What follows belongs to an exercise in optimizing a design on an open flow for small area, a short achievable clock period and few clock cycles per item; a production flow would make more cautious choices.
At most, simulation tests tie the RTL to the original design; equivalence was not proved.
Only the layout flow was run in runs 1 to 7; the RTL was not checked for function there.

[flow/run.sh]
#!/bin/bash
# synth_recipe.tcl (not shown) runs the flow's synth.tcl, then flattens the netlist and writes it again
# the make line also repeats each setting of config.mk as NAME=value (left out here)
make -C /OpenROAD-flow-scripts/flow DESIGN_CONFIG=/design/flow/config.mk WORK_HOME=/design/flow/orfs CLKGATE_MAP_FILE= SYNTH_SCRIPT=/design/flow/synth_recipe.tcl finish
[flow/config.mk]
export PLATFORM = sky130hd
export DESIGN_NAME = qrow_decoder
export DESIGN_NICKNAME = qrow_decoder
export VERILOG_FILES = /design/flow/design.v
export SDC_FILE = /design/flow/constraint.sdc
export NUM_CORES = 4
export LEC_CHECK = 0
export CAP_MARGIN = 20
export CORE_MARGIN = 2
export CORE_UTILIZATION = 30
export PLACE_DENSITY = 0.35
export SETUP_SLACK_MARGIN = 0.3
export SLEW_MARGIN = 20
[flow/constraint.sdc]
create_clock -name core_clock -period 32.0 [get_ports {clk}]
set_input_delay 6.4000 -clock core_clock [delete_from_list [all_inputs] [get_ports {clk}]]
set_output_delay 6.4000 -clock core_clock [all_outputs]
set_load 0.01 [all_outputs]
[flow/design.v]
module qrow_decoder (
    input  wire         clk,
    input  wire         rst_n,
    input  wire         in_valid,
    output wire         in_ready,
    input  wire [127:0] in_bits,
    input  wire [7:0]   in_avail,
    output reg          out_valid,
    input  wire         out_ready,
    output reg          out_err,
    output reg  [6:0]   out_len,
    output reg          out_is_last,
    output reg          out_is_neighbor,
    output reg  [7:0]   out_qrow,
    output reg  [15:0]  out_hitmap,
    output wire [63:0]  out_tot
);
    wire [127:0] w;
    genvar g;
    generate
        for (g = 0; g < 128; g = g + 1) begin : g_rev
            assign w[g] = in_bits[127 - g];
        end
    endgenerate
    wire is_last = w[0];
    wire is_nb   = w[1];
    wire [29:0] v = is_nb ? w[31:2] : w[39:10];
    wire [7:0]  px0, px1;
    wire [3:0]  q0, q1;
    qrow_decoder_quadrow u_r0 (.b(v[15:2]), .px(px0), .l(q0));
    wire [3:0]  l0 = v[0] ? q0 : 4'd0;
    wire [13:0] b1 = v[29:2] >> l0;
    qrow_decoder_quadrow u_r1 (.b(b1), .px(px1), .l(q1));
    wire [3:0]  l1 = v[1] ? q1 : 4'd0;
    wire [15:0] hm = {v[1] ? px1 : 8'd0, v[0] ? px0 : 8'd0};
    wire [5:0]  sh = {1'b0, !is_nb, 3'd0} + l0 + l1;
    wire [94:0] ta = {w[98:72], sh[5] ? w[103:36] : w[71:4]};
    wire [78:0] tb = sh[4] ? ta[94:16] : ta[78:0];
    wire [70:0] tc = sh[3] ? tb[78:8]  : tb[70:0];
    wire [66:0] td = sh[2] ? tc[70:4]  : tc[66:0];
    wire [64:0] te = sh[1] ? td[66:2]  : td[64:0];
    wire [63:0] t  = sh[0] ? te[64:1]  : te[63:0];
    reg [63:0] tr;
    reg [5:0]  shr;
    reg [7:0]  avr;
    reg        lastr, nbr;
    reg [7:0]  qrowr;
    reg [15:0] h;
    assign in_ready = !out_valid || out_ready;
    always @(posedge clk) begin
        if (!rst_n)
            out_valid <= 1'b0;
        else
            out_valid <= in_valid || (out_valid && !out_ready);
    end
    always @(posedge clk) begin
        if (in_ready) begin
            lastr <= is_last;
            nbr   <= is_nb;
            qrowr <= in_bits[125:118];
            h     <= hm;
            shr   <= sh;
            avr   <= in_avail;
            tr    <= t;
        end
    end
    wire [2:0]  ca = (h[0] + h[1]) + (h[2] + h[3]);
    wire [2:0]  cb = (h[4] + h[5]) + (h[6] + h[7]);
    wire [2:0]  cc = (h[8] + h[9]) + (h[10] + h[11]);
    wire [2:0]  cd = (h[12] + h[13]) + (h[14] + h[15]);
    wire [3:0]  c0 = ca + cb;
    wire [4:0]  c  = c0 + (cc + cd);
    wire [6:0]  len = shr + {c, 2'b00} + 7'd4;
    wire        ok  = !(len > avr);
    wire [15:0] hit = ok ? h : 16'd0;
    always @* begin
        out_err         = !ok;
        out_len         = ok ? len : 7'd0;
        out_is_last     = ok & lastr;
        out_is_neighbor = ok & nbr;
        out_qrow        = (ok & !nbr) ? qrowr : 8'd0;
        out_hitmap      = hit;
    end
    wire [31:0] rr [0:1];
    assign rr[0] = tr[31:0];
    assign rr[1] = tr[63:0] >> {c0, 2'b00};
    wire [63:0] n;                   
    generate
        for (g = 0; g < 2; g = g + 1) begin : g_row
            wire [7:0]  m   = h[8*g +: 8];
            wire [2:0]  cq  = (m[0] + m[1]) + (m[2] + m[3]);
            wire [15:0] q0  = rr[g][15:0];
            wire [15:0] q1  = rr[g][31:0] >> {cq, 2'b00};
            wire [31:0] qq  = {q1, q0};
            genvar hq;
            for (hq = 0; hq < 2; hq = hq + 1) begin : g_quad
                wire [3:0]  mq = m[4*hq +: 4];
                wire [15:0] s  = qq[16*hq +: 16];
                wire [7:0]  p0 = s[7:0];
                wire [7:0]  p1 = (mq[0] & mq[1]) ? s[15:8] : (mq[0] | mq[1]) ? s[11:4] : s[7:0];
                wire [15:0] pp = {p1, p0};
                genvar e;
                for (e = 0; e < 2; e = e + 1) begin : g_pair
                    wire [7:0] u = pp[8*e +: 8];
                    wire       a = mq[2*e];
                    assign n[32*g + 16*hq + 8*e +: 4]     = u[3:0];
                    assign n[32*g + 16*hq + 8*e + 4 +: 4] = a ? u[7:4] : u[3:0];
                end
            end
        end
        for (g = 0; g < 16; g = g + 1) begin : g_tot
            assign out_tot[4*g + 3] = hit[g] & n[4*g + 0];
            assign out_tot[4*g + 2] = hit[g] & n[4*g + 1];
            assign out_tot[4*g + 1] = hit[g] & n[4*g + 2];
            assign out_tot[4*g + 0] = hit[g] & n[4*g + 3];
        end
    endgenerate
endmodule
module qrow_decoder_quadrow (
    input  wire [13:0] b,
    output wire [7:0]  px,
    output wire [3:0]  l
);
    wire [15:0] bb = {2'b00, b};
    reg  [15:0] p [1:7];     
    reg  [1:0]  m [1:6];     
    integer j, k;
    always @* begin
        for (k = 1; k <= 7; k = k + 1) p[k] = 16'd0;
        p[1][2] = 1'b1;
        for (k = 1; k < 7; k = k + 1)
            for (j = 3; j < 16; j = j + 1)
                p[k+1][j] = (p[k][j-1] & ~bb[j-1]) | (p[k][j-2] & bb[j-2]);
        for (k = 1; k <= 6; k = k + 1) begin
            m[k][1] = |(p[k] & bb);
            m[k][0] = ~m[k][1] | |(p[k][14:0] & bb[15:1]);
        end
    end
    wire       qa = b[0], qb = b[1];
    wire [1:0] pa = qa ? m[1] : 2'b00;
    wire [1:0] pb = qb ? (qa ? m[2] : m[1]) : 2'b00;
    wire [3:0] pr = {pb[0], pb[1], pa[0], pa[1]};     
    reg  [7:0]  sel;
    reg  [7:0]  x;
    reg  [15:0] pe;
    integer t, i;
    always @* begin
        sel = 8'd0;
        sel[1] = ~qa & ~qb; sel[2] = qa ^ qb; sel[3] = qa & qb;
        x = 8'd0;
        for (t = 0; t < 4; t = t + 1) begin
            for (i = 1; i <= 6; i = i + 1) begin
                x[2*t]     = x[2*t]     | (pr[t] & sel[i] & m[i][1]);
                x[2*t + 1] = x[2*t + 1] | (pr[t] & sel[i] & m[i][0]);
            end
            if (pr[t]) sel = {sel[6:0], 1'b0};
        end
        pe = 16'd0;
        for (i = 1; i <= 7; i = i + 1)
            if (sel[i]) pe = pe | p[i];
    end
    assign px = x;
    assign l = {|pe[15:8],
                |{pe[15:12], pe[7:4]},
                |{pe[15:14], pe[11:10], pe[7:6], pe[3:2]},
                |{pe[15], pe[13], pe[11], pe[9], pe[7], pe[5], pe[3], pe[1]}};
endmodule
==> out/results.ini, run 1 <==
[outcome]
run_status = finished clean

[layout]
seq_area_um2 = 3140
fin_area_um2 = 21800
multi_input_area_um2 = 14700
n_antenna_cell = 0
mostFrequentLayoutCell = mux2i_1
fill_cells = 6633
final_util = 0.352
syn_to_final_growth_pct = 15.5
drive_gt1_frac = 0.0797
fin_nets = 2665
final_cell_mix = 418 x mux2i_1, 286 x nand2_1, 248 x nor2_1, 214 x clkdlybuf4s50_1, 193 x a21oi_1

[drt]
wire_per_inst_um = 25.2
route.detailed.drc = 0
drt_pass1_iterations = 7
viasPerCell = 5.82
drt_iter0_drc = 1706
wirelength_um = 83300
num_vias = 19256
ant_nets = 0

[global_routing]
antenna_found_initial = 0
first_global_vias = 18785
grt_overflow = 0
grt_pass1_wl_um = 123000
grt_max_degree = 87
track_usage = 0.252

[clocking]
cts_resized = 0
clk_path_buf_depth = 2
clock_sinks = 105
cts_hold_buf = 0
cts_htree_levels = 3
tritoncts = yes
cts_buffers = 9
worstSkewPairLatency_ps = 370
clk_pin_slew_ps = 80
clockRootBuffer = clkbuf_16
post_cts_buffers = 0

[placed_design]
dp_hpwl_um = 67300
dpl-instance-area_um2 = 21500
gp_congestion = 0.919
portBuffers = 215
pre_cts_slack_ps = 12040

[logic_synthesis]
synth.ff_latch_count = 105
yosysSeqAreaShare = 0.166
postSynthCellCount = 2408
synth-edff-count = 104
syn_nets = 2605
syn_avg_cell_area_um2 = 7.84
ys.flop_type = edfxtp_1
yosys_warnings = 4
async_reset_ff_frac = 0
syn_area_um2 = 18900
netlist-cell-type-count = 109

[timing]
fin_crit_ps = 19790
max_slew_margin = 0.276
setup_slack_ps = 12210
final_max_slew_viol_count = 0
worst_pin_slew_ps = 1090
finalSetupTns_ps = 0
setup_viol = 0
hold_violations = 0
rsz0062_at_grt = no
timing.fmax_ghz = 0.0505
finalCritPeriodShare = 0.618
clock_skew_ps = 15.0

[die]
rows = 91
fp.dieH_um = 255
core-area_um2 = 61900
start_util = 0.305
die_w_um = 255
boundaryPins = 240
die_area_um2 = 65000

[setup_path]
crit_type = in2reg
end_kind = flip-flop
worstPathMaxFanout = 68
worst_path_most_repeated_cell = nand2_1
crit_path_start_kind = input port
worstPathArrival_ps = 19870
crit_slowest_cell = clkinv_1
required_ps = 32080
cpPeakStageDelay_ps = 940

[worst_hold_path]
hp-class = reg2reg

[flow_run]
maxCapViolCount = 0

[path summary, 6_finish.rpt]
path                                    from        end  slack [ps]  depth (start not counted)
worst min-delay path               out_valid  out_valid         990                          2
worst min register to register     out_valid  out_valid         990                          2
worst max-delay path            in_bits[126]      tr[1]       12210                         40
worst max register to register     out_valid     tr[60]       29990                          2
[cells in the mapped netlist (24+ instances only)]
| cell | instances | area, µm² |
|---|---|---|
| a21oi_1 | 194 | 971 |
| inv_1 | 65 | 244 |
| mux4_2 | 35 | 788 |
| o211ai_1 | 24 | 180 |
| a211oi_1 | 80 | 601 |
| nor2_1 | 248 | 931 |
| mux2_2 | 40 | 450 |
| nor2b_1 | 24 | 150 |
| and2_1 | 37 | 231 |
| edfxtp_1 | 104 | 3120 |
| ha_1 | 46 | 576 |
| mux2i_1 | 419 | 4190 |
| o22ai_1 | 25 | 156 |
| clkbuf_1 | 121 | 454 |
| a31oi_1 | 27 | 169 |
| nand3_1 | 53 | 265 |
| buf_1 | 37 | 139 |
| nor3_1 | 29 | 145 |
| o21ai_0 | 145 | 726 |
| nand2_1 | 287 | 1080 |
[registers in the layout, summed over array words and instances (netlist names)]
name and count:
tr 64, nbr 1, qrowr 8, h 16
shr 6, avr 8, out_valid 1, lastr 1
[metal layers]
layer,up-vias,GRT usage,part of all wire
li1,9202,-,-
met1,9447,0.341,0.45
met2,539,0.438,0.49
met3,68,0.0185,0.039
met4,0,0.0538,0.018
met5,-,0,0
[worst max-delay path, delay by kind of cell]
kind | cells | cell delay [ps]
AOI/OAI and AO/OA | 17 | 5130
and+or+nand+nor | 10 | 2760
buffers and inverters | 5 | 2420
adders and majority gates | 5 | 2010
muxes | 3 | 1040
[area by class of cell]
class / count / area share
tap: 837 / 0.0480
clock buffer: 9 / 0.0103
multi-input combinational: 2031 / 0.673
inverter: 80 / 0.0139
sequential: 105 / 0.144
timing repair buffer: 241 / 0.107
clock inverter: 7 / 0.00367
[metrics by stage]
stage	cells	hold slack (ps)
2_1_floorplan	2408	2830
3_3_place_gp	3294	979
3_5_place_dp	3294	995
4_1_cts	3310	1010
5_1_grt	3310	1070
6_report	3310	988
[logic make-up after synthesis]
logic type,share of synthesized area
buf+inv,0.0608
compound gates,0.244
simple gates,0.183
xor+xnor,0.00417
mux,0.300
flops,0.166
fa+ha+maj,0.0421
==> run 2, diff against run 1 <==
--- a/flow/config.mk
+++ b/flow/config.mk
@@ -10,2 +10,3 @@
 export CORE_UTILIZATION = 30
+export GPL_TIMING_DRIVEN = 0
 export PLACE_DENSITY = 0.35
==> run 2 against run 1 <==
Effect of this change:
- still clean
- global-route usage up 2.5 points
- core utilization up 1.0 points
- critical path type unchanged
- critical endpoint is now tr[29]
==> out/results.ini, run 2 <==
[die]
boundaryPins = 240
core-area_um2 = 61900
die_w_um = 255
rows = 91
start_util = 0.305
die_area_um2 = 65000
fp.dieH_um = 255

[clocking]
tritoncts = yes
cts_htree_levels = 3
clk_path_buf_depth = 2
cts_resized = 0
clk_pin_slew_ps = 90
cts_hold_buf = 0
post_cts_buffers = 0
worstSkewPairLatency_ps = 380
clock_sinks = 105
cts_buffers = 9
clockRootBuffer = clkbuf_16

[logic_synthesis]
synth.most_common_cell = mux2i_1
synthAdderAreaFrac = 0.0421
syn_nets = 2605
yosys_warnings = 4
synth.area.top_cells = mux2i_1 22%, edfxtp_1 17%, nand2_1 5.7%, a21oi_1 5.1%, nor2_1 4.9%
yosysSeqAreaShare = 0.166
synth_top_family_by_area = multiplexers
synth_top_area_frac = 0.222
synth_xor_area_frac = 0.00417
yosys.area.top_type = mux2i_1
async_reset_ff_frac = 0
synth.mux.area_fraction = 0.300
synth-simple-area-share = 0.183
syn_area_um2 = 18900
syn_avg_cell_area_um2 = 7.84
synth.ff_latch_count = 105
postSynthCellCount = 2408
netlist-cell-type-count = 109
ys.flop_type = edfxtp_1
synth_compound_area_frac = 0.244
synth-edff-count = 104
ys_top_cells_by_count = 419 x mux2i_1, 287 x nand2_1, 248 x nor2_1

[global_routing]
track_usage = 0.277
grt_pass1_wl_um = 134000
antenna_found_initial = 1
first_global_vias = 19896
grt_overflow = 0
grt_max_degree = 55

[timing]
whs_ps = 750
timing.fmax_ghz = 0.0522
max_slew_margin = 0.285
finalSetupTns_ps = 0
setup_viol = 0
hold_violations = 0
finalCritPeriodShare = 0.599
rsz0062_at_grt = no
final_max_slew_viol_count = 0
fin_crit_ps = 19160
worst_pin_slew_ps = 1050
setup_slack_ps = 12840
clock_skew_ps = 18.6

[drt]
wirelength_um = 91600
route.detailed.drc = 0
drt_iter0_drc = 1942
drt_pass1_iterations = 8
viasPerCell = 5.87
num_vias = 20418
wl_met1_um = 40400
wl_met3_um = 4270
wire_per_inst_um = 26.4
wl_met2_um = 42800
ant_nets = 0
highest_layer = met4

[placed_design]
gp_congestion = 0.990
portBuffers = 215
dp_hpwl_um = 77100
pre_cts_slack_ps = 12600
post-place-cells = 3462

[setup_path]
worst_path_most_repeated_cell = mux2i_1
worstPathArrival_ps = 19250
crit_path_start_kind = input port
cpPeakStageDelay_ps = 650
worstPathMaxFanout = 10
required_ps = 32090
crit_slowest_cell = buf_1
end_kind = flip-flop
crit_type = in2reg

[layout]
fin_nets = 2833
top_regs = tr: 64 flops, h: 16 flops
largest_register_ff_count = 64
top_register = tr
seq_area_um2 = 3140
n_antenna_cell = 0
fill_cells = 6592
mostFrequentLayoutCell = mux2i_1
final_cell_mix = 419 x mux2i_1, 287 x nand2_1, 248 x nor2_1, 215 x clkdlybuf4s50_1, 194 x a21oi_1
multi_input_area_um2 = 14600
stdcell_count = 3478
drive_gt1_frac = 0.0735
syn_to_final_growth_pct = 18.9

[outcome]
run_status = finished clean

[worst_hold_path]
hp-class = reg2reg

[flow_run]
maxCapViolCount = 0

[run 2: changes by cell type in the layout (fill, tap and decap cells not counted), moves of 2 or more]
cell	before	now
buf_1	0	37
buf_2	1	19
buf_4	26	4
buf_6	0	10
clkbuf_1	0	121
fa_1	8	11
fa_2	2	0
ha_1	44	46
inv_8	3	0
xor2_1	2	4
[run 2: worst paths after layout]
kind | start | end | slack, ps | cells past startpoint
min reg2reg | out_valid | lastr | 750 | 1
max reg2reg | out_valid | h[8] | 30750 | 2
max | in_bits[126] | tr[29] | 12840 | 44
min | out_valid | lastr | 750 | 1
[run 2: layer usage]
layer | GRT usage | vias up
li1 | - | 9517
met1 | 0.369 | 10036
met2 | 0.460 | 727
met3 | 0.0206 | 138
met4 | 0.122 | 0
met5 | 0 | -
[run 2: area by class of cell]
type                    count  share of cell area
repair buffers            217              0.0979
well taps                 837              0.0466
clock buffers               9              0.0100
plain buffers             192              0.0377
inverters                  80              0.0135
clock inverters             7             0.00407
flip-flops and latches    105               0.140
multi-input cells        2031               0.650
[run 2: cells by family (layout without fill, tap and decap cells)]
logic type                 count (synthesis)  count (layout)
and+or+nand+nor                          770             770
muxes                                    508             508
buffers and inverters                    272             505
DFF                                      105             105
adders and majority gates                 57              57
xor gates and xnor gates                   9               9
AOI/OAI and AO/OA                        687             687
[run 2: worst max-delay path: cells and delay by family]
kind            cells  cell delay [ps]
compound gates     12             3990
buf+inv            13             3600
mux                 8             2080
fa+ha+maj           5             1600
simple gates        6             1530
[run 2: through the flow]
stage | cell area [µm²] | utilization
after global routing | 22500 | 0.363
after global placement | 22100 | 0.357
after detailed placement | 22100 | 0.357
after floorplan | 18900 | -
final | 22500 | 0.363
after CTS | 22500 | 0.363
==> run 3, diff against run 2 <==
--- a/flow/config.mk
+++ b/flow/config.mk
@@ -7,3 +7,3 @@
 export LEC_CHECK = 0
-export CAP_MARGIN = 20
+export CAP_MARGIN = 60
 export CORE_MARGIN = 2
@@ -13,2 +13,2 @@
 export SETUP_SLACK_MARGIN = 0.3
-export SLEW_MARGIN = 20
+export SLEW_MARGIN = 60
==> run 3 against run 2 <==
Effect of this change:
- cell area up 2.1%
- die area unchanged
- non-clock buffer count up 8
- synthesized cell count unchanged
- maximum frequency up 4.0%
- still clean
- critical path depth up 2
- clock skew down 5.5 ps
- via count down 0.18%
- setup slack better by 730 ps
- first-iteration DRC count down 4.1%
- global-route usage up 0.16 points
==> out/results.ini, run 3 <==
[clocking]
clockRootBuffer = clkbuf_16
cts_htree_levels = 3
cts_buffers = 9
clk_pin_slew_ps = 90
clk_path_buf_depth = 2
tritoncts = yes
clock_sinks = 105
cts_resized = 0
cts_hold_buf = 0
post_cts_buffers = 0
worstSkewPairLatency_ps = 380

[drt]
viasPerCell = 5.84
wirelength_um = 92200
route.detailed.drc = 0
drt_iter0_drc = 1862
wire_per_inst_um = 26.4
num_vias = 20381
drt_pass1_iterations = 8
ant_nets = 0

[layout]
syn_to_final_growth_pct = 21.4
fin_nets = 2841
largest_register_ff_count = 64
mostFrequentLayoutCell = mux2i_1
top_register = tr
top_regs = tr: 64 flops, h: 16 flops
final_cell_mix = 413 x mux2i_1, 287 x nand2_1, 248 x nor2_1, 215 x clkdlybuf4s50_1, 187 x a21oi_1
drive_gt1_frac = 0.119

[global_routing]
track_usage = 0.279
antenna_found_initial = 1
grt_pass1_wl_um = 135000
grt_max_degree = 29
first_global_vias = 20052
grt_overflow = 0

[worst_hold_path]
hp-class = reg2reg

[timing]
whs_ps = 753
clock_skew_ps = 13.1
max_slew_margin = 0.558
fin_crit_ps = 18430
finalSetupTns_ps = 0
hold_violations = 0
setup_viol = 0
worst_pin_slew_ps = 657
finalCritPeriodShare = 0.576
timing.fmax_ghz = 0.0543
rsz0062_at_grt = no
final_max_slew_viol_count = 0

[setup_path]
crit_slowest_cell = clkdlybuf4s50_1
end_kind = flip-flop
worst_path_most_repeated_cell = mux2i_1
crit_type = in2reg
crit_path_start_kind = input port
cpPeakStageDelay_ps = 530
worstPathMaxFanout = 10
worstPathArrival_ps = 18550
required_ps = 32120

[logic_synthesis]
async_reset_ff_frac = 0
syn_area_um2 = 18900
postSynthCellCount = 2408
synth_top_area_frac = 0.222
synth-edff-count = 104
netlist-cell-type-count = 109
yosysSeqAreaShare = 0.166
yosys_warnings = 4
yosys.area.top_type = mux2i_1
syn_nets = 2605
ys.flop_type = edfxtp_1
synth.area.top_cells = mux2i_1 22%, edfxtp_1 17%, nand2_1 5.7%, a21oi_1 5.1%, nor2_1 4.9%
synth.ff_latch_count = 105
synth.most_common_cell = mux2i_1
syn_avg_cell_area_um2 = 7.84
ys_top_cells_by_count = 419 x mux2i_1, 287 x nand2_1, 248 x nor2_1

[placed_design]
portBuffers = 215
dp_hpwl_um = 77500
gp_congestion = 0.990

[die]
core-area_um2 = 61900
die_w_um = 255
die_area_um2 = 65000
rows = 91
start_util = 0.305
boundaryPins = 240
fp.dieH_um = 255

[flow_run]
maxCapViolCount = 0

[outcome]
run_status = finished clean

==> run 3: cell counts after synthesis <==
No cell type changed its count.
==> run 3: worst max-delay path: cells and delay by family <==
family / cells / cell delay (ps)
buffers and inverters: 15 / 3470
muxes: 7 / 1890
and+or+nand+nor: 7 / 1430
AOI/OAI and AO/OA: 12 / 3700
adders and majority gates: 5 / 1620
==> run 3: through the flow <==
step / instance area (µm²) / std cells / setup slack, ps / util
floorplan: 18900 / 2408 / 16020 / -
global placement: 22100 / 3460 / 12650 / 0.357
detailed placement: 22500 / 3469 / 13100 / 0.363
CTS: 22800 / 3485 / 13480 / 0.369
global route: 22900 / 3486 / 12810 / 0.370
finish: 22900 / 3488 / 13570 / 0.370
==> run 3: cell type report <==
| cell class | count | area (µm²) |
|---|---|---|
| Antenna cell | 2 | 5.00 |
| Clock buffer | 9 | 225 |
| Fill cell | 6566 | 39000 |
| Inverter | 80 | 303 |
| Sequential cell | 105 | 3140 |
| Timing Repair Buffer | 225 | 2280 |
| Clock inverter | 7 | 108 |
| Multi-Input combinational cell | 2031 | 14900 |
| Tap cell | 837 | 1050 |
| Buffer | 192 | 935 |
==> run 3: path summary, 6_finish.rpt <==
kind | from | endpoint | slack [ps] | cells after the start
worst min-delay path | out_valid | lastr | 750 | 1
worst max register to register | out_valid | h[8] | 30630 | 3
worst min register to register | out_valid | lastr | 750 | 1
worst max-delay path | in_bits[126] | tr[10] | 13570 | 46
==> run 3: logic make-up after synthesis <==
family | after synthesis | synth area share
compound gates | 687 | 0.244
flops | 105 | 0.166
fa+ha+maj | 57 | 0.0421
mux | 508 | 0.300
simple gates | 770 | 0.183
xor+xnor | 9 | 0.00417
buf+inv | 272 | 0.0608
==> run 3: layer usage <==
layer	track usage	wire length [µm]
met1	0.372	40900
met3	0.0197	4160
met5	0	0
met2	0.462	42900
met4	0.121	4300
==> run 4, diff against run 3 <==
==> flow/flow/run.sh (new file) <==
#!/bin/bash
# The standard layout, with plain port buffers and setup repair aimed
# well inside the clock period (the clock and constraints are unchanged).
set -euo pipefail
bash standard.sh "SETUP_SLACK_MARGIN=0.3" "BUFFER_PORTS_ARGS=-buffer_cell sky130_fd_sc_hd__buf_2" finish > make_flow.log 2>&1
==> flow/standard.sh (new file) <==
#!/bin/bash
# synth_recipe.tcl (not shown) runs the flow's synth.tcl, then flattens the netlist and writes it again
# the make line also repeats each setting of config.mk as NAME=value (left out here)
make -C /OpenROAD-flow-scripts/flow DESIGN_CONFIG=/design/flow/config.mk WORK_HOME=/design/flow/orfs CLKGATE_MAP_FILE= SYNTH_SCRIPT=/design/flow/synth_recipe.tcl "${@:-finish}"
--- a/flow/config.mk
+++ b/flow/config.mk
@@ -7,8 +7,7 @@
 export LEC_CHECK = 0
-export CAP_MARGIN = 60
+export CAP_MARGIN = 20
 export CORE_MARGIN = 2
 export CORE_UTILIZATION = 30
-export GPL_TIMING_DRIVEN = 0
 export PLACE_DENSITY = 0.35
 export SETUP_SLACK_MARGIN = 0.3
-export SLEW_MARGIN = 60
+export SLEW_MARGIN = 20
removed: flow/run.sh
==> run 4 against run 3 <==
Effect of this change:
- hold slack improved by 300 ps
- cell area down 9.5%
- first-iteration DRC count down 5.1%
- sequential share of layout area rose by 1.4 points
- die area is the same
- highest routed layer is now met5
==> out/results.ini, run 4 <==
[timing]
hold_violations = 0
timing.fmax_ghz = 0.0499
rsz0062_at_grt = no
clock_skew_ps = 17.2
finalSetupTns_ps = 0
setup_slack_ps = 11980
finalCritPeriodShare = 0.626
final_max_slew_viol_count = 0
max_slew_margin = 0.250
worst_pin_slew_ps = 1120
fin_crit_ps = 20020
setup_viol = 0

[setup_path]
worstPathArrival_ps = 20100
timing.rr.end = tr[60]
path_buf_inv = 5
required_ps = 32080
cp.depth = 41
cpPeakStageDelay_ps = 910
r2r_start = out_valid
crit_type = in2reg
worst-r2r-setup-slack_ps = 29970
crit_path_start_kind = input port
crit_path_end = tr[1]
crit_family = compound AO/OA/AOI/OAI gates
rr_worst_depth = 2
crit_start = in_bits[126]
crit_slowest_cell = clkinv_1
worstPathMaxFanout = 68
end_kind = flip-flop

[layout]
largest_register_ff_count = 64
final_cell_mix = 418 x mux2i_1, 286 x nand2_1, 248 x nor2_1, 215 x buf_2, 193 x a21oi_1
top_regs = tr: 64 flops, h: 16 flops
fin_nets = 2667
drive_gt1_frac = 0.167
final_util = 0.335
seq_area_um2 = 3140
multi_input_area_um2 = 14700
top_register = tr
mostFrequentLayoutCell = mux2i_1
syn_to_final_growth_pct = 9.93
fill_cells = 6697

[placed_design]
portBuffers = 215
dp_hpwl_um = 68100
gp_congestion = 0.917
pre_cts_slack_ps = 11860

[die]
die_w_um = 255
fp.dieH_um = 255
rows = 91
core-area_um2 = 61900
die_area_um2 = 65000
start_util = 0.305
boundaryPins = 240

[drt]
drt_iter0_drc = 1767
wirelength_um = 84700
num_vias = 19334
wire_per_inst_um = 25.5
route.detailed.drc = 0
viasPerCell = 5.83
drt_pass1_iterations = 6
ant_nets = 0

[logic_synthesis]
syn_area_um2 = 18900
yosysSeqAreaShare = 0.166
netlist-cell-type-count = 109
synth_top_area_frac = 0.222
syn_nets = 2605
async_reset_ff_frac = 0
ys.flop_type = edfxtp_1
postSynthCellCount = 2408
ys_top_cells_by_count = 419 x mux2i_1, 287 x nand2_1, 248 x nor2_1
synth-edff-count = 104
synth.most_common_cell = mux2i_1
synth.ff_latch_count = 105
synth.area.top_cells = mux2i_1 22%, edfxtp_1 17%, nand2_1 5.7%, a21oi_1 5.1%, nor2_1 4.9%
yosys.area.top_type = mux2i_1
syn_avg_cell_area_um2 = 7.84
yosys_warnings = 4

[global_routing]
grt_pass1_wl_um = 124000
antenna_found_initial = 6
grt_max_degree = 71
first_global_vias = 18614
grt_overflow = 0
track_usage = 0.255

[clocking]
clk_path_buf_depth = 2
worstSkewPairLatency_ps = 370
post_cts_buffers = 0
clk_pin_slew_ps = 90
tritoncts = yes
cts_htree_levels = 3
clockRootBuffer = clkbuf_16
clock_sinks = 105
cts_resized = 0
cts_buffers = 9
cts_hold_buf = 0

[flow_run]
maxCapViolCount = 0

[worst_hold_path]
hp-class = reg2reg

[outcome]
run_status = finished clean

-- run 4: kinds of logic after synthesis --
family	count (synthesis)	synth area share
flops	105	0.166
buf+inv	272	0.0608
compound gates	687	0.244
simple gates	770	0.183
xor+xnor	9	0.00417
mux	508	0.300
fa+ha+maj	57	0.0421
-- run 4: per-layer routing --
| layer | wire (µm) | GRT usage | up-vias |
|---|---|---|---|
| li1 | - | - | 9216 |
| met1 | 38500 | 0.347 | 9516 |
| met2 | 41100 | 0.439 | 532 |
| met3 | 3590 | 0.0225 | 68 |
| met4 | 1510 | 0.0520 | 2 |
| met5 | 10 | 0 | - |
-- run 4: stage by stage --
step	hold WS [ps]	std cells	area [µm²]
after floorplan	2830	2408	18900
after global placement	1030	3296	20500
after detailed placement	1050	3296	20500
after CTS	1080	3311	20800
after global routing	1120	3311	20800
final	1050	3314	20800
-- run 4: cell type report --
| class | count | area share |
|---|---|---|
| antenna | 3 | 0.000362 |
| clock inverter | 6 | 0.00325 |
| multi-input combinational | 2031 | 0.707 |
| sequential | 105 | 0.151 |
| clock buffer | 9 | 0.0108 |
| tap | 837 | 0.0504 |
| inverter | 80 | 0.0146 |
| timing repair buffer | 243 | 0.0619 |
-- run 4: worst min path at each step --
stage | start | end | slack, ps | cells past startpoint
6_report | out_valid | out_valid | 1050 | 2
3_5_place_dp | out_valid | lastr | 1050 | 1
2_1_floorplan | out_valid | avr[0] | 2830 | 1
5_1_grt | out_valid | lastr | 1120 | 1
4_1_cts | out_valid | lastr | 1080 | 1
3_3_place_gp | out_valid | out_valid | 1030 | 2
-- run 4: worst register-to-register path, cell delays in order, from the launching register on --
cell      delay [ps]
dfxtp_1          350
nand2b_4         470
buf_4            790
==> run 5, diff against run 4 <==
==> flow/flow/run.sh (replaced) <==
#!/bin/bash
# The standard layout, with plain port buffers and setup repair aimed
# well inside the clock period (the clock and constraints are unchanged).
set -euo pipefail
bash standard.sh "SETUP_SLACK_MARGIN=17" "BUFFER_PORTS_ARGS=-buffer_cell sky130_fd_sc_hd__buf_2" finish > make_flow.log 2>&1
==> run 5 against run 4 <==
Effect of this change:
- maximum frequency up 32%
- clock skew down 1.2 ps
- sequential share of layout area down 2.8 points
- via count up 6.4%
- hold slack worse by 31 ps
- critical endpoint is now tr[25]
==> out/results.ini, run 5 <==
[setup_path]
crit_type = in2reg
worst_path_most_repeated_cell = mux2i_1
cpPeakStageDelay_ps = 590
end_kind = flip-flop
crit_slowest_cell = or4_4
worstPathArrival_ps = 15330
required_ps = 32170
worstPathMaxFanout = 21
crit_path_start_kind = input port

[timing]
finalCritPeriodShare = 0.474
fin_crit_ps = 15160
hold_violations = 0
finalSetupTns_ps = 0
final_max_slew_viol_count = 0
rsz0062_at_grt = yes
timing.fmax_ghz = 0.0660
worst_pin_slew_ps = 1050
clock_skew_ps = 16.0
setup_viol = 0
max_slew_margin = 0.298

[die]
start_util = 0.305
fp.dieH_um = 255
core-area_um2 = 61900
die_area_um2 = 65000
die_w_um = 255
boundaryPins = 240
rows = 91

[layout]
largest_register_ff_count = 64
mostFrequentLayoutCell = mux2i_1
stdcell_count = 3541
drive_gt1_frac = 0.348
top_register = tr
fin_nets = 2897
top_regs = tr: 64 flops, h: 16 flops
final_cell_mix = 303 x mux2i_1, 279 x nand2_1, 236 x nor2_1, 214 x buf_2, 170 x buf_4
syn_to_final_growth_pct = 35.3
n_antenna_cell = 0

[logic_synthesis]
async_reset_ff_frac = 0
yosysSeqAreaShare = 0.166
yosys.area.top_type = mux2i_1
synth.area.top_cells = mux2i_1 22%, edfxtp_1 17%, nand2_1 5.7%, a21oi_1 5.1%, nor2_1 4.9%
syn_avg_cell_area_um2 = 7.84
synth_top_area_frac = 0.222
yosys_warnings = 4
ys_top_cells_by_count = 419 x mux2i_1, 287 x nand2_1, 248 x nor2_1
syn_area_um2 = 18900
synth.most_common_cell = mux2i_1
postSynthCellCount = 2408
netlist-cell-type-count = 109
synth.ff_latch_count = 105
syn_nets = 2605
synth-edff-count = 104
ys.flop_type = edfxtp_1

[drt]
viasPerCell = 5.81
drt_iter0_drc = 1701
wire_per_inst_um = 25.6
drt_pass1_iterations = 6
wirelength_um = 90700
num_vias = 20577
ant_nets = 0
route.detailed.drc = 0

[clocking]
clk_pin_slew_ps = 80
cts_buffers = 9
tritoncts = yes
clockRootBuffer = clkbuf_16
cts_htree_levels = 3
clock_sinks = 105
cts_hold_buf = 0
clk_path_buf_depth = 2
worstSkewPairLatency_ps = 370

[placed_design]
gp_congestion = 0.957
post-place-cells = 3295
portBuffers = 215
dp_hpwl_um = 67700

[flow_run]
maxCapViolCount = 0

[global_routing]
grt_overflow = 0
track_usage = 0.270
antenna_found_initial = 1
grt_pass1_wl_um = 131000
grt_max_degree = 71
first_global_vias = 20152

[outcome]
run_status = finished clean

[worst_hold_path]
hp-class = reg2reg

[run 5: area by class of cell]
| cell class | count | area [µm²] |
|---|---|---|
| fillers | 6382 | 36400 |
| repair inverters | 4 | 33.8 |
| clock inverters | 6 | 62.6 |
| multi-input cells | 2035 | 17000 |
| flip-flops and latches | 105 | 3140 |
| inverters | 80 | 398 |
| well taps | 837 | 1050 |
| clock buffers | 9 | 225 |
| repair buffers | 465 | 3660 |
[run 5: final timing paths]
kind | startpoint | to | slack, ps | cells past startpoint
setup / recovery | in_bits[126] | tr[25] | 16840 | 40
hold / removal | out_valid | out_valid | 1020 | 2
setup reg to reg | out_valid | tr[60] | 29990 | 2
hold reg to reg | out_valid | out_valid | 1020 | 2
[run 5: layer usage]
| layer | vias up | track usage | share of wire |
|---|---|---|---|
| met5 | - | 0 | 0 |
| met4 | 0 | 0.0855 | 0.032 |
| met3 | 134 | 0.0194 | 0.039 |
| met2 | 621 | 0.462 | 0.49 |
| met1 | 10147 | 0.362 | 0.44 |
| li1 | 9675 | - | - |
[run 5: cells by family (layout without fill, tap and decap cells)]
family	count (synthesis)	count (layout)	share of synthesized area
and+or+nand+nor	770	771	0.183
AOI/OAI and AO/OA	687	687	0.244
muxes	508	510	0.300
buffers and inverters	272	564	0.0608
DFF	105	105	0.166
adders and majority gates	57	57	0.0421
xor gates and xnor gates	9	10	0.00417
[run 5: repair_timing]
item / in CTS / in global routing
gates resized for setup: 330 / 227
buffers inserted: 164 / 46
endpoints found under the hold margin: 0 / 0
pin swaps: 61 / 55
gates cloned: 17 / 4
endpoints found under the setup margin: 169 / 106
[run 5: metrics by stage]
| stage | worst slack (ps) | instance area [µm²] | util | hold WS [ps] |
|---|---|---|---|---|
| after detailed placement | 12340 | 20500 | 0.331 | 1050 |
| after global placement | 12310 | 20500 | 0.331 | 1030 |
| final | 16840 | 25500 | 0.412 | 1020 |
| after floorplan | 17010 | 19100 | - | 1850 |
| after global routing | 16540 | 25500 | 0.412 | 1120 |
| after CTS | 16950 | 24000 | 0.388 | 1070 |
[run 5: worst max-delay path: cells and delay by family]
| kind | cells | cell delay (ps) |
|---|---|---|
| buffers and inverters | 11 | 1510 |
| AOI/OAI and AO/OA | 10 | 2550 |
| xor gates and xnor gates | 1 | 270 |
| muxes | 8 | 2200 |
| and+or+nand+nor | 7 | 1680 |
| adders and majority gates | 3 | 670 |
==> run 6, diff against run 5 <==
--- a/flow/design.v
+++ b/flow/design.v
@@ -9,20 +9,18 @@
     input  wire         out_ready,
-    output reg          out_err,
-    output reg  [6:0]   out_len,
-    output reg          out_is_last,
-    output reg          out_is_neighbor,
-    output reg  [7:0]   out_qrow,
-    output reg  [15:0]  out_hitmap,
+    output wire         out_err,
+    output wire [6:0]   out_len,
+    output wire         out_is_last,
+    output wire         out_is_neighbor,
+    output wire [7:0]   out_qrow,
+    output wire [15:0]  out_hitmap,
     output wire [63:0]  out_tot
 );
-    wire [127:0] w;
     genvar g;
+    wire        is_nb = in_bits[126];
+    wire [29:0] v;
     generate
-        for (g = 0; g < 128; g = g + 1) begin : g_rev
-            assign w[g] = in_bits[127 - g];
+        for (g = 0; g < 30; g = g + 1) begin : g_v
+            assign v[g] = is_nb ? in_bits[125 - g] : in_bits[117 - g];
         end
     endgenerate
-    wire is_last = w[0];
-    wire is_nb   = w[1];
-    wire [29:0] v = is_nb ? w[31:2] : w[39:10];
     wire [7:0]  px0, px1;
@@ -35,16 +33,8 @@
     wire [15:0] hm = {v[1] ? px1 : 8'd0, v[0] ? px0 : 8'd0};
-    wire [5:0]  sh = {1'b0, !is_nb, 3'd0} + l0 + l1;
-    wire [94:0] ta = {w[98:72], sh[5] ? w[103:36] : w[71:4]};
-    wire [78:0] tb = sh[4] ? ta[94:16] : ta[78:0];
-    wire [70:0] tc = sh[3] ? tb[78:8]  : tb[70:0];
-    wire [66:0] td = sh[2] ? tc[70:4]  : tc[66:0];
-    wire [64:0] te = sh[1] ? td[66:2]  : td[64:0];
-    wire [63:0] t  = sh[0] ? te[64:1]  : te[63:0];
-    reg [63:0] tr;
-    reg [5:0]  shr;
-    reg [7:0]  avr;
-    reg        lastr, nbr;
-    reg [7:0]  qrowr;
-    reg [15:0] h;
+    reg [103:0] rb;          
+    reg [7:0]   ra;          
+    reg [15:0]  h;           
+    reg [3:0]   rl0, rl1;    
     assign in_ready = !out_valid || out_ready;
+    wire load = in_valid && (!out_valid || out_ready);
     always @(posedge clk) begin
@@ -55,13 +45,20 @@
     end
+    integer i;
     always @(posedge clk) begin
-        if (in_ready) begin
-            lastr <= is_last;
-            nbr   <= is_nb;
-            qrowr <= in_bits[125:118];
-            h     <= hm;
-            shr   <= sh;
-            avr   <= in_avail;
-            tr    <= t;
+        if (load) begin
+            for (i = 0; i < 104; i = i + 1)
+                rb[i] <= in_bits[127 - i];
+            ra  <= in_avail;
+            h   <= hm;
+            rl0 <= l0;
+            rl1 <= l1;
         end
     end
+    wire [5:0]  sh = {2'b00, !rb[1], 3'd0} + rl0 + rl1;
+    wire [94:0] ta = {rb[98:72], sh[5] ? rb[103:36] : rb[71:4]};
+    wire [78:0] tb = sh[4] ? ta[94:16] : ta[78:0];
+    wire [70:0] tc = sh[3] ? tb[78:8]  : tb[70:0];
+    wire [66:0] td = sh[2] ? tc[70:4]  : tc[66:0];
+    wire [64:0] te = sh[1] ? td[66:2]  : td[64:0];
+    wire [63:0] t  = sh[0] ? te[64:1]  : te[63:0];
     wire [2:0]  ca = (h[0] + h[1]) + (h[2] + h[3]);
@@ -72,16 +69,14 @@
     wire [4:0]  c  = c0 + (cc + cd);
-    wire [6:0]  len = shr + {c, 2'b00} + 7'd4;
-    wire        ok  = !(len > avr);
+    wire [6:0]  len = sh + {c, 2'b00} + 7'd4;
+    wire        ok  = !(len > ra);
     wire [15:0] hit = ok ? h : 16'd0;
-    always @* begin
-        out_err         = !ok;
-        out_len         = ok ? len : 7'd0;
-        out_is_last     = ok & lastr;
-        out_is_neighbor = ok & nbr;
-        out_qrow        = (ok & !nbr) ? qrowr : 8'd0;
-        out_hitmap      = hit;
-    end
+    assign out_err         = !ok;
+    assign out_len         = ok ? len : 7'd0;
+    assign out_is_last     = ok & rb[0];
+    assign out_is_neighbor = ok & rb[1];
+    assign out_qrow        = (ok & !rb[1]) ? {rb[2], rb[3], rb[4], rb[5], rb[6], rb[7], rb[8], rb[9]} : 8'd0;
+    assign out_hitmap      = hit;
     wire [31:0] rr [0:1];
-    assign rr[0] = tr[31:0];
-    assign rr[1] = tr[63:0] >> {c0, 2'b00};
+    assign rr[0] = t[31:0];
+    assign rr[1] = t[63:0] >> {c0, 2'b00};
     wire [63:0] n;                   
==> flow/flow/run.sh (replaced) <==
#!/bin/bash
# The standard layout, with plain port buffers and setup repair aimed
# well inside the clock period (the clock and constraints are unchanged).
set -euo pipefail
bash standard.sh "SETUP_SLACK_MARGIN=18" "BUFFER_PORTS_ARGS=-buffer_cell sky130_fd_sc_hd__buf_2" finish > make_flow.log 2>&1
==> run 6 against run 5 <==
Effect of this change:
- cell area down 4.2%
- clock skew is 5.8 ps higher
- synthesized cell count is 3.6% lower
- non-clock buffer count is 178 lower
- critical path type is now reg2out
- flip-flop and latch count rose by 32
- critical path depth down 7
- count of clock-buffer cells in the layout increased by 8
==> out/results.ini, run 6 <==
[outcome]
run_status = finished clean

[setup_path]
crit_type = reg2out
crit_path_start_kind = flip-flop
worst_path_most_repeated_cell = ha_4
cpPeakStageDelay_ps = 640
end_kind = primary output
worstPathMaxFanout = 5
rr_worst_depth = 3
r2r_start = out_valid
worstPathArrival_ps = 7410
crit_slowest_cell = fa_1
worst-r2r-setup-slack_ps = 29940
required_ps = 25600
timing.rr.end = rl1[2]

[logic_synthesis]
syn_area_um2 = 21000
ys.flop_type = edfxtp_1
yosys.area.top_type = edfxtp_1
syn_avg_cell_area_um2 = 9.04
netlist-cell-type-count = 112
synth_top_family_by_area = multiplexers
postSynthCellCount = 2322
yosys_warnings = 4
synth.mux.area_fraction = 0.360
async_reset_ff_frac = 0
synth.ff_latch_count = 137
synth_compound_area_frac = 0.197
synth_top_area_frac = 0.195
synth.most_common_cell = mux2i_1
synth.area.top_cells = edfxtp_1 19%, mux2i_1 17%, mux4_2 14%, nand2_1 4.6%, mux2_2 3.8%
yosysSeqAreaShare = 0.196
synthAdderAreaFrac = 0.0379
ys_top_cells_by_count = 362 x mux2i_1, 259 x nand2_1, 182 x nor2_1
syn_nets = 2519
synth-edff-count = 136
synth_xor_area_frac = 0.00495
synth-simple-area-share = 0.152

[flow_run]
maxCapViolCount = 0

[layout]
largest_register_ff_count = 104
top_regs = rb: 104 flops, h: 16 flops, ra: 8 flops
drive_gt1_frac = 0.274
mostFrequentLayoutCell = mux2i_1
fin_area_um2 = 24500
syn_to_final_growth_pct = 16.6
fin_nets = 2644
final_util = 0.355
final_cell_mix = 340 x mux2i_1, 257 x nand2_1, 214 x buf_2, 181 x nor2_1, 141 x a21oi_1
top_register = rb

[die]
rows = 96
start_util = 0.304
die_area_um2 = 72100
core-area_um2 = 68900
die_w_um = 269
fp.dieH_um = 269
boundaryPins = 240

[worst_hold_path]
hold_end = out_valid
min_path_cells = 2
worstHoldStart = out_valid
hp-class = reg2reg

[clocking]
clk_path_buf_depth = 2
tritoncts = yes
clockRootBuffer = clkbuf_16
clock_sinks = 137
cts_hold_buf = 0
clk_pin_slew_ps = 70
cts_buffers = 17
cts_htree_levels = 4
worstSkewPairLatency_ps = 470

[timing]
finalSetupTns_ps = 0
whs_ps = 538
final_max_slew_viol_count = 0
timing.fmax_ghz = 0.0724
worst_pin_slew_ps = 1060
clock_skew_ps = 21.8
setup_viol = 0
hold_violations = 0
rsz0062_at_grt = yes
max_slew_margin = 0.291
fin_crit_ps = 13810
finalCritPeriodShare = 0.432

[drt]
viasPerCell = 6.02
ant_nets = 0
wirelength_um = 95200
route.detailed.drc = 0
wire_per_inst_um = 28.1
drt_pass1_iterations = 5
drt_iter0_drc = 2065
num_vias = 20442

[placed_design]
gp_congestion = 0.883
dpl-instance-area_um2 = 22800
dp_hpwl_um = 73200
portBuffers = 215

[global_routing]
track_usage = 0.261
grt_pass1_wl_um = 139000
antenna_found_initial = 1
grt_max_degree = 64
grt_overflow = 0
first_global_vias = 19772

[run 6: repair_timing]
item	4_1_cts	5_1_grt
pin swaps	12	13
resized for setup	77	53
setup buffers	22	6
endpoints found under the setup margin	108	60
gates cloned	6	1
[run 6: area by class of cell]
class                   count  area [µm²]
clock buffers              17         425
inverters                  90         378
repair inverters            1        5.00
diodes                      2        5.00
clock inverters            15         178
flip-flops and latches    137        4100
multi-input cells        1913       16300
repair buffers            287        1890
well taps                 931        1160
fillers                  7163       44500
[run 6: worst max path at each step]
stage             endpoint  slack [ps]  startpoint  depth (start not counted)
3_3_place_gp   out_tot[63]       15910        h[0]                         29
2_1_floorplan  out_tot[63]       18230        h[1]                         28
3_5_place_dp   out_tot[63]       15860        h[0]                         29
6_report       out_tot[62]       18190        h[1]                         33
4_1_cts        out_tot[63]       17980        h[0]                         30
5_1_grt        out_tot[63]       17910        h[1]                         29
[run 6: kinds of logic after synthesis]
| family | count (synthesis) |
|---|---|
| xor gates and xnor gates | 11 |
| DFF | 137 |
| AOI/OAI and AO/OA | 589 |
| buffers and inverters | 272 |
| and+or+nand+nor | 683 |
| muxes | 573 |
| adders and majority gates | 57 |
[run 6: layer usage]
| layer | global-route usage | wire length [µm] | vias to the layer above |
|---|---|---|---|
| met2 | 0.417 | 44100 | 712 |
| met5 | 0 | 0 | - |
| met4 | 0.0725 | 2480 | 0 |
| met3 | 0.0304 | 4810 | 90 |
| li1 | - | - | 9274 |
| met1 | 0.372 | 43800 | 10366 |
[run 6: worst max-delay path, delay by kind of cell (launching register included)]
family	cells	cell delay, ps
AO/OA/AOI/OAI	8	1280
adder cells (fa/ha/maj)	10	3190
flip-flops	1	510
AND/OR/NAND/NOR	4	470
XOR/XNOR	3	540
buffers and inverters	8	960
[run 6: through the flow]
stage          setup slack [ps]  std cells
4_1_cts                   17980       3384
2_1_floorplan             18230       2322
3_3_place_gp              15910       3324
3_5_place_dp              15860       3324
6_report                  18190       3393
5_1_grt                   17910       3391
==> run 7, diff against run 6 <==
--- a/flow/config.mk
+++ b/flow/config.mk
@@ -7,2 +7,3 @@
 export LEC_CHECK = 0
+export ABC_AREA = 1
 export CAP_MARGIN = 20
==> run 7 against run 6 <==
Effect of this change:
- setup slack improved by 9.0 ps
- synthesized cell count increased by 44%
- hold slack improved by 27 ps
- largest cell class unchanged
- critical endpoint is now out_tot[14]
- first-iteration DRC count increased by 6.5%
==> out/results.ini, run 7 <==
[outcome]
run_status = finished clean

[setup_path]
crit_path_start_kind = flip-flop
worstPathArrival_ps = 7400
worstPathMaxFanout = 16
crit_type = reg2out
end_kind = primary output
required_ps = 25600

[logic_synthesis]
syn_nets = 3538
ys.flop_type = edfxtp_1
netlist-cell-type-count = 54
syn_area_um2 = 19200
synth.mux.area_fraction = 0.00989
synth.most_common_cell = nand2_1
yosysSeqAreaShare = 0.213
yosys.area.top_type = nand2_1
ys_top_cells_by_count = 1222 x nand2_1, 522 x o21ai_0, 331 x nand3_1
synth-simple-area-share = 0.407
postSynthCellCount = 3341
synth.area.top_cells = nand2_1 24%, edfxtp_1 21%, o21ai_0 14%, nand3_1 8.6%, inv_1 5.1%
synth-edff-count = 136
synth_top_family_by_area = simple AND/OR/NAND/NOR gates
synthAdderAreaFrac = 0.0414
yosys_warnings = 4
synth_top_area_frac = 0.239
synth_xor_area_frac = 0.00319
syn_avg_cell_area_um2 = 5.76
synth.ff_latch_count = 137
async_reset_ff_frac = 0
synth_compound_area_frac = 0.223

[layout]
final_util = 0.347
fin_nets = 3632
top_regs = rb: 104 flops, h: 16 flops, ra: 8 flops
fin_area_um2 = 21900
mostFrequentLayoutCell = nand2_1
drive_gt1_frac = 0.142
syn_to_final_growth_pct = 14.0
top_register = rb
final_cell_mix = 1220 x nand2_1, 517 x o21ai_0, 331 x nand3_1, 251 x inv_1, 214 x buf_2
largest_register_ff_count = 104

[drt]
drt_iter0_drc = 2199
wirelength_um = 89300
drt_pass1_iterations = 6
route.detailed.drc = 0
ant_nets = 0
viasPerCell = 5.26
wire_per_inst_um = 20.8
num_vias = 22578

[die]
boundaryPins = 240
core-area_um2 = 63200
die_w_um = 257
fp.dieH_um = 257
die_area_um2 = 66100
rows = 92
start_util = 0.304

[timing]
finalSetupTns_ps = 0
finalCritPeriodShare = 0.431
max_slew_margin = 0.295
timing.fmax_ghz = 0.0724
setup_viol = 0
worst_pin_slew_ps = 1050
whs_ps = 565
clock_skew_ps = 31.0
final_max_slew_viol_count = 0
fin_crit_ps = 13800
rsz0062_at_grt = yes
hold_violations = 0

[clocking]
tritoncts = yes
clk_path_buf_depth = 2
worstSkewPairLatency_ps = 480
clockRootBuffer = clkbuf_16
cts_htree_levels = 4
clk_pin_slew_ps = 90
clock_sinks = 137
cts_hold_buf = 0
cts_buffers = 17

[global_routing]
grt_pass1_wl_um = 133000
antenna_found_initial = 0
first_global_vias = 21017
grt_max_degree = 79
track_usage = 0.264
grt_overflow = 0

[worst_hold_path]
hp-class = reg2reg

[placed_design]
gp_congestion = 0.940
dpl-instance-area_um2 = 20800
portBuffers = 215
dp_hpwl_um = 70200

[flow_run]
maxCapViolCount = 0

==> run 7: cells by family after synthesis <==
kind of cell / count (synthesis)
buffers and inverters: 497
xor gates and xnor gates: 7
AOI/OAI and AO/OA: 783
and+or+nand+nor: 1841
DFF: 137
muxes: 19
adders and majority gates: 57
==> run 7: metrics by stage <==
stage                     setup WS, ps  instances
after floorplan                  18340       3341
final                            18200       4295
after detailed placement         16650       4238
after global placement           16740       4238
after global routing             17970       4294
after CTS                        17960       4280
==> run 7: worst max-delay path, stage by stage, from the launching register on <==
cell,delay (ps)
edfxtp_1,440
fa_1,530
ha_4,300
buf_12,140
fa_2,220
inv_1,60
fa_2,610
buf_12,110
clkinv_1,80
ha_1,300
ha_1,320
fa_1,510
ha_1,310
ha_1,130
inv_1,60
fa_1,420
or2_2,300
nand2_1,70
ha_1,230
a21oi_1,150
o21ai_0,110
a21oi_1,130
nor2_1,80
nand2_4,160
nand2_1,170
a211oi_1,700
buf_2,270
==> run 7: timing repair <==
item | in CTS | in global routing
pin swaps | 1 | 8
gates resized for setup | 33 | 36
cloned | 5 | 3
endpoints found under the hold margin | 0 | 0
setup buffers | 5 | 11
endpoints found under the setup margin | 98 | 69
==> run 7: final cells by class <==
type | count | area [µm²]
diodes | 1 | 2.50
clock inverters | 15 | 131
well taps | 846 | 1060
flip-flops and latches | 137 | 4100
inverters | 303 | 1170
multi-input cells | 2707 | 13400
clock buffers | 17 | 425
repair buffers | 267 | 1650
fillers | 7240 | 41300
repair inverters | 2 | 12.5
==> run 7: worst paths after layout <==
check,depth (start not counted),to,startpoint,slack [ps]
setup reg to reg,3,h[8],out_valid,29460
hold reg to reg,2,out_valid,out_valid,560
hold / removal,2,out_valid,out_valid,560
setup / recovery,26,out_tot[14],h[1],18200
==> run 7: layer usage <==
layer,vias to the layer above,GRT usage,wire [µm],part of all wire
li1,11278,-,-,-
met1,10563,0.364,41200,0.46
met2,662,0.443,42100,0.47
met3,75,0.0242,4230,0.047
met4,0,0.0631,1800,0.020
met5,-,0,0,0
==> run 8, diff against run 7 <==
--- a/flow/design.v
+++ b/flow/design.v
@@ -120,3 +120,3 @@
     reg  [15:0] p [1:7];     
-    reg  [1:0]  m [1:6];     
+    reg  [1:0]  m [1:7];     
     integer j, k;
@@ -132,2 +132,3 @@
         end
+        m[7] = 2'b00;
     end
@@ -137,20 +138,31 @@
     wire [3:0] pr = {pb[0], pb[1], pa[0], pa[1]};     
-    reg  [7:0]  sel;
+    reg  [1:0]  mp [1:6];
+    reg  [15:0] pp [1:6];
+    always @* begin
+        for (k = 1; k <= 6; k = k + 1) begin
+            mp[k] = qa ? m[k+1] : m[k];
+            pp[k] = qa ? p[k+1] : p[k];
+        end
+        for (k = 1; k <= 5; k = k + 1) begin
+            mp[k] = qb ? mp[k+1] : mp[k];
+            pp[k] = qb ? pp[k+1] : pp[k];
+        end
+    end
+    reg  [4:0]  sel;
     reg  [7:0]  x;
     reg  [15:0] pe;
-    integer t, i;
+    integer t;
     always @* begin
-        sel = 8'd0;
-        sel[1] = ~qa & ~qb; sel[2] = qa ^ qb; sel[3] = qa & qb;
+        sel = 5'b00001;
         x = 8'd0;
         for (t = 0; t < 4; t = t + 1) begin
-            for (i = 1; i <= 6; i = i + 1) begin
-                x[2*t]     = x[2*t]     | (pr[t] & sel[i] & m[i][1]);
-                x[2*t + 1] = x[2*t + 1] | (pr[t] & sel[i] & m[i][0]);
+            for (k = 1; k <= 4; k = k + 1) begin
+                x[2*t]     = x[2*t]     | (pr[t] & sel[k-1] & mp[k][1]);
+                x[2*t + 1] = x[2*t + 1] | (pr[t] & sel[k-1] & mp[k][0]);
             end
-            if (pr[t]) sel = {sel[6:0], 1'b0};
+            if (pr[t]) sel = {sel[3:0], 1'b0};
         end
         pe = 16'd0;
-        for (i = 1; i <= 7; i = i + 1)
-            if (sel[i]) pe = pe | p[i];
+        for (k = 1; k <= 5; k = k + 1)
+            if (sel[k-1]) pe = pe | pp[k];
     end
--- a/flow/config.mk
+++ b/flow/config.mk
@@ -7,3 +7,2 @@
 export LEC_CHECK = 0
-export ABC_AREA = 1
 export CAP_MARGIN = 20
==> run 8 against run 7 <==
Effect of this change:
- still clean on timing, DRC and antenna
- register-to-register slack improved by 90 ps
- maximum frequency up 0.61%
- die area is 11% higher
- clock skew is 15 ps lower
- flip-flop and latch count unchanged
- critical path depth rose by 5
- wire length increased by 9.2%
- first-iteration DRC count down 6.6%
- cell count down 19%
- setup slack better by 83 ps
==> out/results.ini, run 8 <==
[outcome]
run_status = finished clean

[timing]
finalSetupTns_ps = 0
worst_pin_slew_ps = 1080
hold_violations = 0
finalCritPeriodShare = 0.429
timing.fmax_ghz = 0.0729
setup_viol = 0
whs_ps = 533
fin_crit_ps = 13720
rsz0062_at_grt = yes
clock_skew_ps = 16.4
max_slew_margin = 0.263
final_max_slew_viol_count = 0

[flow_run]
maxCapViolCount = 0

[worst_hold_path]
min_path_cells = 2
hp-class = reg2reg
hold_end = out_valid
worstHoldStart = out_valid

[global_routing]
antenna_found_initial = 1
grt_max_degree = 71
first_global_vias = 20482
grt_pass1_wl_um = 142000
grt_overflow = 0
track_usage = 0.255

[die]
start_util = 0.302
fp.dieH_um = 272
core-area_um2 = 71100
rows = 98
boundaryPins = 240
die_w_um = 272
die_area_um2 = 73700

[drt]
num_vias = 21113
wl_met1_um = 43300
wire_per_inst_um = 28.0
wl_met2_um = 48000
drt_pass1_iterations = 6
drt_iter0_drc = 2054
wirelength_um = 97600
highest_layer = met4
ant_nets = 0
viasPerCell = 6.05
wl_met3_um = 4360
route.detailed.drc = 0

[setup_path]
r2r_start = out_valid
worstPathArrival_ps = 7320
rr_worst_depth = 3
crit_path_start_kind = flip-flop
crit_slowest_cell = fa_1
end_kind = primary output
worst-r2r-setup-slack_ps = 29550
cpPeakStageDelay_ps = 540
crit_type = reg2out
timing.rr.end = ra[3]
worstPathMaxFanout = 22
worst_path_most_repeated_cell = ha_1
required_ps = 25600

[clocking]
clock_sinks = 137
clk_pin_slew_ps = 70
worstSkewPairLatency_ps = 460
tritoncts = yes
cts_buffers = 17
clk_path_buf_depth = 2
cts_htree_levels = 4
clockRootBuffer = clkbuf_16

[layout]
largest_register_ff_count = 104
mostFrequentLayoutCell = mux2i_1
top_regs = rb: 104 flops, h: 16 flops, ra: 8 flops
seq_area_um2 = 4100
fill_cells = 7507
top_register = rb
syn_to_final_growth_pct = 16.4
drive_gt1_frac = 0.267
fin_nets = 2720
multi_input_area_um2 = 16500
stdcell_count = 3487
final_cell_mix = 344 x mux2i_1, 227 x nor2_1, 215 x buf_2, 192 x nand2_1, 161 x a21oi_1
final_util = 0.351

[logic_synthesis]
synthAdderAreaFrac = 0.0375
synth.ff_latch_count = 137
synth_xor_area_frac = 0.00536
synth_top_family_by_area = multiplexers
postSynthCellCount = 2373
yosysSeqAreaShare = 0.191
ys_top_cells_by_count = 349 x mux2i_1, 227 x nor2_1, 194 x nand2_1
synth.mux.area_fraction = 0.356
synth.area.top_cells = edfxtp_1 19%, mux2i_1 16%, mux4_2 16%, nor2_1 4.0%, a21oi_1 3.9%
synth_top_area_frac = 0.190
syn_nets = 2570
synth-simple-area-share = 0.145
synth-edff-count = 136
netlist-cell-type-count = 117
synth.most_common_cell = mux2i_1
yosys_warnings = 6
async_reset_ff_frac = 0
syn_area_um2 = 21500
yosys.area.top_type = edfxtp_1
syn_avg_cell_area_um2 = 9.05
synth_compound_area_frac = 0.207
ys.flop_type = edfxtp_1

[placed_design]
post-place-cells = 3400
portBuffers = 215
gp_congestion = 0.889
dp_hpwl_um = 74600

==> run 8: changes by cell type after synthesis, sizes merged, moves of 36 or more <==
cell    before  now
mux4         0  153
nor2       176  227
mux2i       19  356
and2         2   40
a211oi       9   63
mux2         0   49
a21oi      101  171
o211ai      69   33
o21ai      542  100
inv        291  104
nand3      348   48
nand2     1281  195
==> run 8: how the worst max path moves through the flow <==
stage / startpoint / endpoint / slack, ps / depth (start not counted)
4_1_cts: h[1] / out_tot[61] / 17970 / 31
5_1_grt: in_bits[126] / rl1[1] / 17970 / 28
2_1_floorplan: h[1] / out_tot[61] / 18030 / 31
3_3_place_gp: in_bits[126] / h[15] / 16650 / 24
3_5_place_dp: in_bits[126] / h[15] / 16700 / 24
6_report: h[3] / out_tot[61] / 18280 / 31
==> run 8: per-stage QoR <==
stage / setup slack [ps] / instance area (µm²)
2_1_floorplan: 18030 / 21500
3_3_place_gp: 16650 / 23400
3_5_place_dp: 16700 / 23400
4_1_cts: 17970 / 24400
5_1_grt: 17970 / 25000
6_report: 18280 / 25000
==> run 8: repair_timing <==
item / 4_1_cts / 5_1_grt
gates cloned: 4 / 6
endpoints found under the hold margin: 0 / 0
gates resized for setup: 65 / 51
buffers inserted: 14 / 30
setup endpoints to repair: 110 / 42
pin swaps: 5 / 18
hold buffers: 0 / 0
==> run 8: layout make-up <==
cell class              count  area share
flip-flops and latches    137       0.164
clock inverters            14     0.00506
diodes                      1    0.000100
inverters                 108      0.0174
well taps                 950      0.0476
multi-input cells        1934       0.659
repair buffers            325      0.0897
clock buffers              18      0.0172
==> run 8: critical path, delay by kind of cell (launching register included) <==
| kind | cells | cell delay [ps] |
|---|---|---|
| adder cells (fa/ha/maj) | 10 | 3240 |
| AO/OA/AOI/OAI | 8 | 1320 |
| XOR/XNOR | 4 | 590 |
| AND/OR/NAND/NOR | 3 | 510 |
| flip-flops | 1 | 420 |
| buffers and inverters | 6 | 770 |
==> run 8: logic make-up after synthesis <==
group	after synthesis
AND/OR/NAND/NOR	663
AO/OA/AOI/OAI	644
multiplexers	558
buffers and inverters	302
flip-flops	137
adder cells (fa/ha/maj)	58
XOR/XNOR	11
==> run 8: layer usage <==
layer | vias up | track usage
li1 | 9563 | -
met1 | 10725 | 0.348
met2 | 740 | 0.439
met3 | 85 | 0.0195
met4 | 0 | 0.0564
met5 | - | 0
Testbench counts of run 8, summed over its fixed seeds: cycles 24,008, items 24,000.

## afterwards: timing with drivers on the ports
How much do the figures lean on ideal ports? The routed layouts below were timed once more, with nothing changed but the port constraints.
Step 1 (the two cells are an assumption about what drives the block):
set clk [get_ports {clk}]
set_driving_cell -lib_cell sky130_fd_sc_hd__clkbuf_16 $clk
set_driving_cell -lib_cell sky130_fd_sc_hd__buf_2 [delete_from_list [all_inputs] $clk]
Step 2 moves the port delays by t, midway between the first and last clock arrival at a register: inputs arrive t later, outputs are due t later. That takes back most of the time a late clock gives input paths.
a / b / c = no drivers / after step 1 / after step 2; a / b = the first two.
run	t (ns)	setup slack, ns	worst slew at a driven data input, ns	pins driven straight from the clock port
run 1	0.420	12.212 / 12.239 / 11.818	0.08	1
run 2	0.427	12.842 / 12.873 / 12.445	0.07	1
run 3	0.423	13.571 / 13.597 / 13.173	0.06	1
run 4	0.419	11.977 / 12.008 / 11.589	0.10	1
run 5	0.414	16.839 / 16.843 / 16.429	0.06	1
run 6	0.523	18.187 / 18.125 / 17.832	0.05	1
run 7	0.528	18.197 / 18.135 / 18.663	0.07	1
run 8	0.516	18.280 / 18.213 / 17.919	0.05	1
After both steps every run listed still meets setup and hold. For run 5, which loses most, drivers alone change the setup slack by +0.004 ns; drivers and shift together by -0.410 ns.
